Context: an optimization exercise on an open-source flow, tuned for small area. The choices shown serve that exercise and are no tape-out recipe.
Only simulation tests tie the RTL to the original design; equivalence was not proved.
The flow treats the clock pin as an ideal source. Dropping or thinning the clock tree relies on that and would not hold on a real chip.
Power figures rest on the tool's default switching activity, not on a simulated workload.

main:
==> flow/design.v (excerpt) <==
module wco_fsync (
    input  wire        clk,
    input  wire        rst_n,             
    input  wire [7:0]  cfg_start,
    input  wire [7:0]  cfg_disc_push,
    input  wire [7:0]  cfg_disc_qa,
    input  wire        cfg_early_disc,
    input  wire        cfg_mask_high,
    input  wire        cfg_fault_en,
    input  wire        rx_valid,
    input  wire [7:0]  rx_byte,
    input  wire        ctl_discard,
    input  wire        ctl_clr,
    input  wire        ctl_acc_push,
    input  wire        ctl_acc_qa,
    output wire        o_frame_valid,
    output wire        o_reading_valid,
    output wire [2:0]  o_err,
    output wire        o_kind,
    output wire [71:0] o_frame,
    output wire [15:0] o_raw,
    output wire        o_fault,
    output wire [3:0]  o_idx
);
    reg [7:0] bn0, bn1, bn2, bn3, bn4, bn5, bn6, bn7;
    reg [7:0] accn;        
    reg       p1, q1;      
    reg [3:0] idx;         
    reg       r_fvn, r_efr, r_eck;  
    reg       r_mask, r_fen;        
    assign o_idx = idx;
    wire b_is_start, b_is_push, b_is_qa;
    wco_eq8 u_eq_start (.a(rx_byte), .b(cfg_start),     .eq(b_is_start));
    wco_eq8 u_eq_push  (.a(rx_byte), .b(cfg_disc_push), .eq(b_is_push));
    wco_eq8 u_eq_qa    (.a(rx_byte), .b(cfg_disc_qa),   .eq(b_is_qa));
    wire feed = !ctl_clr && rx_valid && !ctl_discard;
    wire i0   = (idx == 4'd0);
    wire i1   = (idx[2:0] == 3'd1);   
    wire i8   = idx[3];               
  ...
Settings: LEC_CHECK=0, CAP_MARGIN=20, CORE_MARGIN=2, CORE_UTILIZATION=60, PLACE_DENSITY=0.8, SLEW_MARGIN=20, SYNTH_HIERARCHICAL=1, SYNTH_MINIMUM_KEEP_SIZE=0; clock period 6.0 ns.
standard.sh (not shown) runs the stock make flow with config.mk's settings and CLKGATE_MAP_FILE= SYNTH_SCRIPT=/design/flow/synth_recipe.tcl, a recipe that flattens the netlist after the stock synthesis.
==> flow/flow/run.sh <==
#!/bin/bash
# Standard layout (the standard.sh: standard synthesis, floorplan, power grid,
# placement, CTS, routing), with two changes:
#  - port buffers use the smallest buffer cell instead of the resizer's pick;
#  - CTS without dummy loads.
# make's full output goes to flow_make.log in the work folder; ORFS keeps each
# step's own log under orfs/logs/.
set -euo pipefail
cd "$(dirname "$0")/.."
bash standard.sh \
  "BUFFER_PORTS_ARGS=-buffer_cell sky130_fd_sc_hd__buf_1" \
  "CTS_ARGS=-sink_clustering_enable -repair_clock_nets -dont_use_dummy_load -buf_list {sky130_fd_sc_hd__clkbuf_4}" \
  finish > flow_make.log 2>&1
### main -> the feature branch
- PLACE_DENSITY no longer set, was 0.8
- CORE_UTILIZATION now 40, was 60
diff --git a/flow/flow/run.sh b/flow/flow/run.sh
--- a/flow/flow/run.sh
+++ b/flow/flow/run.sh
@@ -12 +12 @@
-  "CTS_ARGS=-sink_clustering_enable -repair_clock_nets -dont_use_dummy_load -buf_list {sky130_fd_sc_hd__clkbuf_4}" \
+  "CTS_ARGS=-sink_clustering_enable -repair_clock_nets -dont_use_dummy_load -buf_list {sky130_fd_sc_hd__clkbuf_8}" \
Results
- Summary — post-placement cell count, the feature branch relative to main: higher, by 52.
- Of the feature branch and main, the run reporting the lower post-route minimum period was the feature branch.
- Changes observed in the feature branch relative to main: via count lower; area of the core higher.

* * *

## old
The RTL this note starts from:
==> flow/design.v <==
module wco_eval (
    input  wire [7:0]  start,           
    input  wire [63:0] bn,              
    input  wire        fvn,             
    input  wire        kind,            
    input  wire        efr,             
    input  wire        eck,             
    input  wire        mask_high,
    input  wire        fault_en,
    output wire        frame_valid,
    output wire        reading_valid,
    output wire [2:0]  err,
    output wire        okind,
    output wire [71:0] frame,
    output wire [15:0] raw,
    output wire        fault
);
    wire fv = ~fvn;
    wire spn  = fvn | kind;
    wire sqn  = fvn | ~kind;
    wire spmn = spn | mask_high;
    wire sqmn = sqn | mask_high;
    wire hi7;
    wco_sel #(.W(13)) u_sel_lo (.spn(spn), .sqn(sqn),
        .pn({bn[36:32], bn[31:24]}), .qn({bn[52:48], bn[47:40]}), .y(raw[12:0]));
    wco_sel #(.W(3)) u_sel_hi (.spn(spmn), .sqn(sqmn),
        .pn(bn[39:37]), .qn(bn[55:53]), .y(raw[15:13]));
    wco_sel #(.W(1)) u_sel_f (.spn(spn), .sqn(sqn),
        .pn(bn[39]), .qn(bn[55]), .y(hi7));
    assign fault = hi7 & fault_en;
    wire in_range;
    wco_range u_range (.count(raw), .in_range(in_range));
    wco_gate #(.W(64)) u_gate (.bn(bn), .fvn(fvn), .y(frame[63:0]));
    assign frame[71:64] = start & {8{fv}};
    assign frame_valid   = fv;
    assign okind         = fv & kind;
    assign reading_valid = fv & in_range;
    assign err           = {~in_range, eck, efr};
endmodule
module wco_sel #(parameter W = 8) (
    input  wire         spn,
    input  wire         sqn,
    input  wire [W-1:0] pn,
    input  wire [W-1:0] qn,
    output wire [W-1:0] y
);
    assign y = ~(({W{spn}} | pn) & ({W{sqn}} | qn));
endmodule
module wco_gate #(parameter W = 8) (
    input  wire [W-1:0] bn,
    input  wire         fvn,
    output wire [W-1:0] y
);
    assign y = ~(bn | {W{fvn}});
endmodule
module wco_range (
    input  wire [15:0] count,
    output wire        in_range
);
    assign in_range = (count <= 16'd5000);
endmodule
module wco_fsync (
    input  wire        clk,
    input  wire        rst_n,             
    input  wire [7:0]  cfg_start,
    input  wire [7:0]  cfg_disc_push,
    input  wire [7:0]  cfg_disc_qa,
    input  wire        cfg_early_disc,
    input  wire        cfg_mask_high,
    input  wire        cfg_fault_en,
    input  wire        rx_valid,
    input  wire [7:0]  rx_byte,
    input  wire        ctl_discard,
    input  wire        ctl_clr,
    input  wire        ctl_acc_push,
    input  wire        ctl_acc_qa,
    output wire        o_frame_valid,
    output wire        o_reading_valid,
    output wire [2:0]  o_err,
    output wire        o_kind,
    output wire [71:0] o_frame,
    output wire [15:0] o_raw,
    output wire        o_fault,
    output wire [3:0]  o_idx
);
    reg [7:0] r_start;
    reg [7:0] bn1, bn2, bn3, bn4, bn5, bn6, bn7;
    reg [7:0] accn;        
    reg       p1, q1;      
    reg [3:0] idx;         
    reg       r_fvn, r_efr, r_eck;  
    reg       r_mask, r_fen;        
    assign o_idx = idx;
    wire b_is_start, b_is_push, b_is_qa;
    wco_eq8 u_eq_start (.a(rx_byte), .b(cfg_start),     .eq(b_is_start));
    wco_eq8 u_eq_push  (.a(rx_byte), .b(cfg_disc_push), .eq(b_is_push));
    wco_eq8 u_eq_qa    (.a(rx_byte), .b(cfg_disc_qa),   .eq(b_is_qa));
    wire [7:0] acc_sum;
    wire       cks_ok;
    wire       adv, i1, pq_en;
    wire [3:0] idx_next;
    wire       fvn_next, efr_next, eck_next;
    wco_ctl u_ctl (
        .idx(idx), .rst_n(rst_n), .clr(ctl_clr), .valid(rx_valid), .discard(ctl_discard),
        .b_is_start(b_is_start), .b_is_push(b_is_push), .b_is_qa(b_is_qa),
        .early_disc(cfg_early_disc), .acc_push(ctl_acc_push), .acc_qa(ctl_acc_qa),
        .p1(p1), .q1(q1), .cks_ok(cks_ok),
        .adv(adv), .i1(i1), .pq_en(pq_en), .idx_next(idx_next),
        .fvn_next(fvn_next), .efr_next(efr_next), .eck_next(eck_next)
    );
    wco_acc u_acc (.accn(accn), .b(rx_byte), .init(i1), .sum(acc_sum), .ok(cks_ok));
    always @(posedge clk) begin
        if (adv) begin
            bn1 <= bn2; bn2 <= bn3; bn3 <= bn4;
            bn4 <= bn5; bn5 <= bn6; bn6 <= bn7; bn7 <= ~rx_byte;
            accn <= acc_sum;
        end
        if (pq_en) begin
            p1 <= b_is_push;
            q1 <= b_is_qa;
        end
        r_start <= cfg_start;
        r_mask <= cfg_mask_high;
        r_fen  <= cfg_fault_en;
    end
    always @(posedge clk) begin
        idx   <= idx_next;
        r_fvn <= fvn_next;
        r_efr <= efr_next;
        r_eck <= eck_next;
    end
    wco_eval u_eval (
        .start         (r_start),
        .bn            ({bn1, bn2, bn3, bn4, bn5, bn6, bn7, accn}),
        .fvn           (r_fvn),
        .kind          (q1),      
        .efr           (r_efr),
        .eck           (r_eck),
        .mask_high     (r_mask),
        .fault_en      (r_fen),
        .frame_valid   (o_frame_valid),
        .reading_valid (o_reading_valid),
        .err           (o_err),
        .okind         (o_kind),
        .frame         (o_frame),
        .raw           (o_raw),
        .fault         (o_fault)
    );
endmodule
module wco_ctl (
    input  wire [3:0] idx,
    input  wire       rst_n,
    input  wire       clr,
    input  wire       valid,
    input  wire       discard,
    input  wire       b_is_start,
    input  wire       b_is_push,
    input  wire       b_is_qa,
    input  wire       early_disc,
    input  wire       acc_push,
    input  wire       acc_qa,
    input  wire       p1,
    input  wire       q1,
    input  wire       cks_ok,
    output wire       adv,         
    output wire       i1,
    output wire       pq_en,       
    output wire [3:0] idx_next,
    output wire       fvn_next,
    output wire       efr_next,
    output wire       eck_next
);
    wire feed = valid & ~discard & ~clr;
    wire i0   = ~(idx[3] | idx[2] | idx[1] | idx[0]);
    assign i1 = ~idx[2] & ~idx[1] & idx[0];    
    wire i8   = idx[3];                        
    wire rej  = early_disc & ~(b_is_push | b_is_qa);
    wire go   = rst_n & feed;
    assign adv   = go & (i0 ? b_is_start : (i1 ? ~rej : ~i8));
    assign pq_en = adv & i1;
    wire keep = rst_n & ~clr & (adv | ~feed);
    wire [3:0] step = {adv & idx[2] & idx[1] & idx[0], adv & idx[1] & idx[0], adv & idx[0], adv};
    assign idx_next = {4{keep}} & (idx ^ step);
    wire accepted = (p1 & acc_push) | (q1 & acc_qa);
    wire ev = go & i8;
    assign fvn_next = ~(ev & accepted & cks_ok);
    assign efr_next = go & ((i1 & rej) | (i8 & ~accepted));
    assign eck_next = ev & accepted & ~cks_ok;
endmodule
module wco_eq8 (
    input  wire [7:0] a,
    input  wire [7:0] b,
    output wire       eq
);
    assign eq = (a == b);
endmodule
module wco_acc (
    input  wire [7:0] accn,
    input  wire [7:0] b,
    input  wire       init,
    output wire [7:0] sum,
    output wire       ok
);
    wire [7:0] a = accn | {8{init}};
    wire [8:0] c;
    assign c[0] = 1'b0;
    genvar i;
    generate
        for (i = 0; i < 8; i = i + 1) begin : g_bit
            assign sum[i]   = a[i] ^ b[i] ^ c[i];
            assign c[i + 1] = (a[i] & b[i]) | (c[i] & (a[i] ^ b[i]));
        end
    endgenerate
    assign ok = &sum;
endmodule
==> flow/config.mk <==
export PLATFORM = sky130hd
export DESIGN_NAME = wco_fsync
export DESIGN_NICKNAME = wco_fsync
export VERILOG_FILES = /design/flow/design.v
export SDC_FILE = /design/flow/constraint.sdc
export NUM_CORES = 4
export LEC_CHECK = 0
export CAP_MARGIN = 20
export CORE_MARGIN = 2
export CORE_UTILIZATION = 65
export PLACE_DENSITY = 0.85
export SLEW_MARGIN = 20
export SYNTH_HIERARCHICAL = 1
export SYNTH_MINIMUM_KEEP_SIZE = 0
==> flow/constraint.sdc <==
create_clock -name core_clock -period 6.0 [get_ports {clk}]
set_input_delay 1.2000 -clock core_clock [delete_from_list [all_inputs] [get_ports {clk}]]
set_output_delay 1.2000 -clock core_clock [all_outputs]
set_load 0.01 [all_outputs]
==> flow/flow/run.sh <==
#!/bin/bash
# Standard layout (the standard.sh: standard synthesis, floorplan, power grid,
# placement, routing, finish), with these changes:
#  - port buffers use the smallest buffer cell instead of the resizer's pick;
#  - combinational gates go back to their smallest size after floorplan
#    (flow/downsize.tcl, ORFS POST_FLOORPLAN_TCL hook), before placement repair;
#  - the clock tree is built by flow/cts_tree.tcl (ORFS's PRE_CTS_TCL hook)
#    instead of TritonCTS: leaf clock buffers (upsized where the estimated slew is high) over groups of
#    registers and one root buffer driven by the clock port.
# make's full output goes to flow_make.log in the work folder; ORFS keeps each
# step's own log under orfs/logs/.
set -euo pipefail
cd "$(dirname "$0")/.."
export PRE_CTS_TCL="$PWD/flow/cts_tree.tcl"
export POST_FLOORPLAN_TCL="$PWD/flow/downsize.tcl"
export CTS_LEAF_CELL=sky130_fd_sc_hd__clkbuf_4
export CTS_ROOT_CELL=sky130_fd_sc_hd__clkbuf_4
export CTS_GROUP_SIZE=12
export CTS_UPSIZE_SLEW=0.095
export CTS_UPSIZE_CELLS="sky130_fd_sc_hd__clkbuf_8 sky130_fd_sc_hd__clkbuf_16"
export BUFFER_PORTS_ARGS="-buffer_cell sky130_fd_sc_hd__buf_1"
bash standard.sh finish > flow_make.log 2>&1
Other scripts of this flow, unchanged in this note and not shown: flow/flow/cts_tree.tcl, flow/flow/downsize.tcl
Input-level comparison between new and old:
diff --git a/flow/config.mk b/flow/config.mk
--- a/flow/config.mk
+++ b/flow/config.mk
@@ -9,4 +9,4 @@
 export CORE_MARGIN = 2
-export CORE_UTILIZATION = 65
-export PLACE_DENSITY = 0.85
+export CORE_UTILIZATION = 80
+export PLACE_DENSITY = 0.92
 export SLEW_MARGIN = 20
## What came out
new ended with every stage complete and zero timing, DRC or antenna violations. Sort old and new by utilization desc -> top: new. Fmax, new vs old: down by more than 10%. Relative to old, the final instance area of new is lower by about 0.6%. Compared with old, new shows share of total power in combinational logic higher by 0.9 points. Of old and new, the higher total wire length after detailed routing belongs to new. Between new and old, the power dissipated in sequential cells does not differ in any meaningful way. Cell area after placement in new vs old: down about 0.6%.
No run of this note takes its clock network from TritonCTS; it comes from the design's own scripts or RTL.

## afterwards: timing with drivers on the ports
The results above use ideal ports. As a check the final layouts listed here were re-extracted and re-timed, cells and wires unchanged.
Step 1, drivers: a clkbuf_16 drives clk and a buf_2 each remaining input, both assumed.
Step 2 moves the port delays by t, midway between the first and last clock arrival at a register: inputs arrive t later, outputs are due t later. That takes back most of the time a late clock gives input paths.
Three values: ideal, step 1, step 2; two values: the first two.
run | shift t [ns] | setup slack, ns | worst setup path at the end | worst register clock-pin slew, ns
main | 0.426 | 1.553 / 1.553 / 1.321 | input to register | 0.13 / 0.13
the feature branch | 0.357 | 1.613 / 1.613 / 1.415 | input to register | 0.09 / 0.09
old | 0.447 | 1.433 / 1.401 / 1.248 | input to register | 0.08 / 0.08
new | 0.503 | 0.788 / 0.756 / 0.805 | input to register | 0.12 / 0.12
After both steps every run listed still meets setup and hold. For main, which loses most, drivers alone change the setup slack by 0.000 ns; drivers and shift together by -0.232 ns.
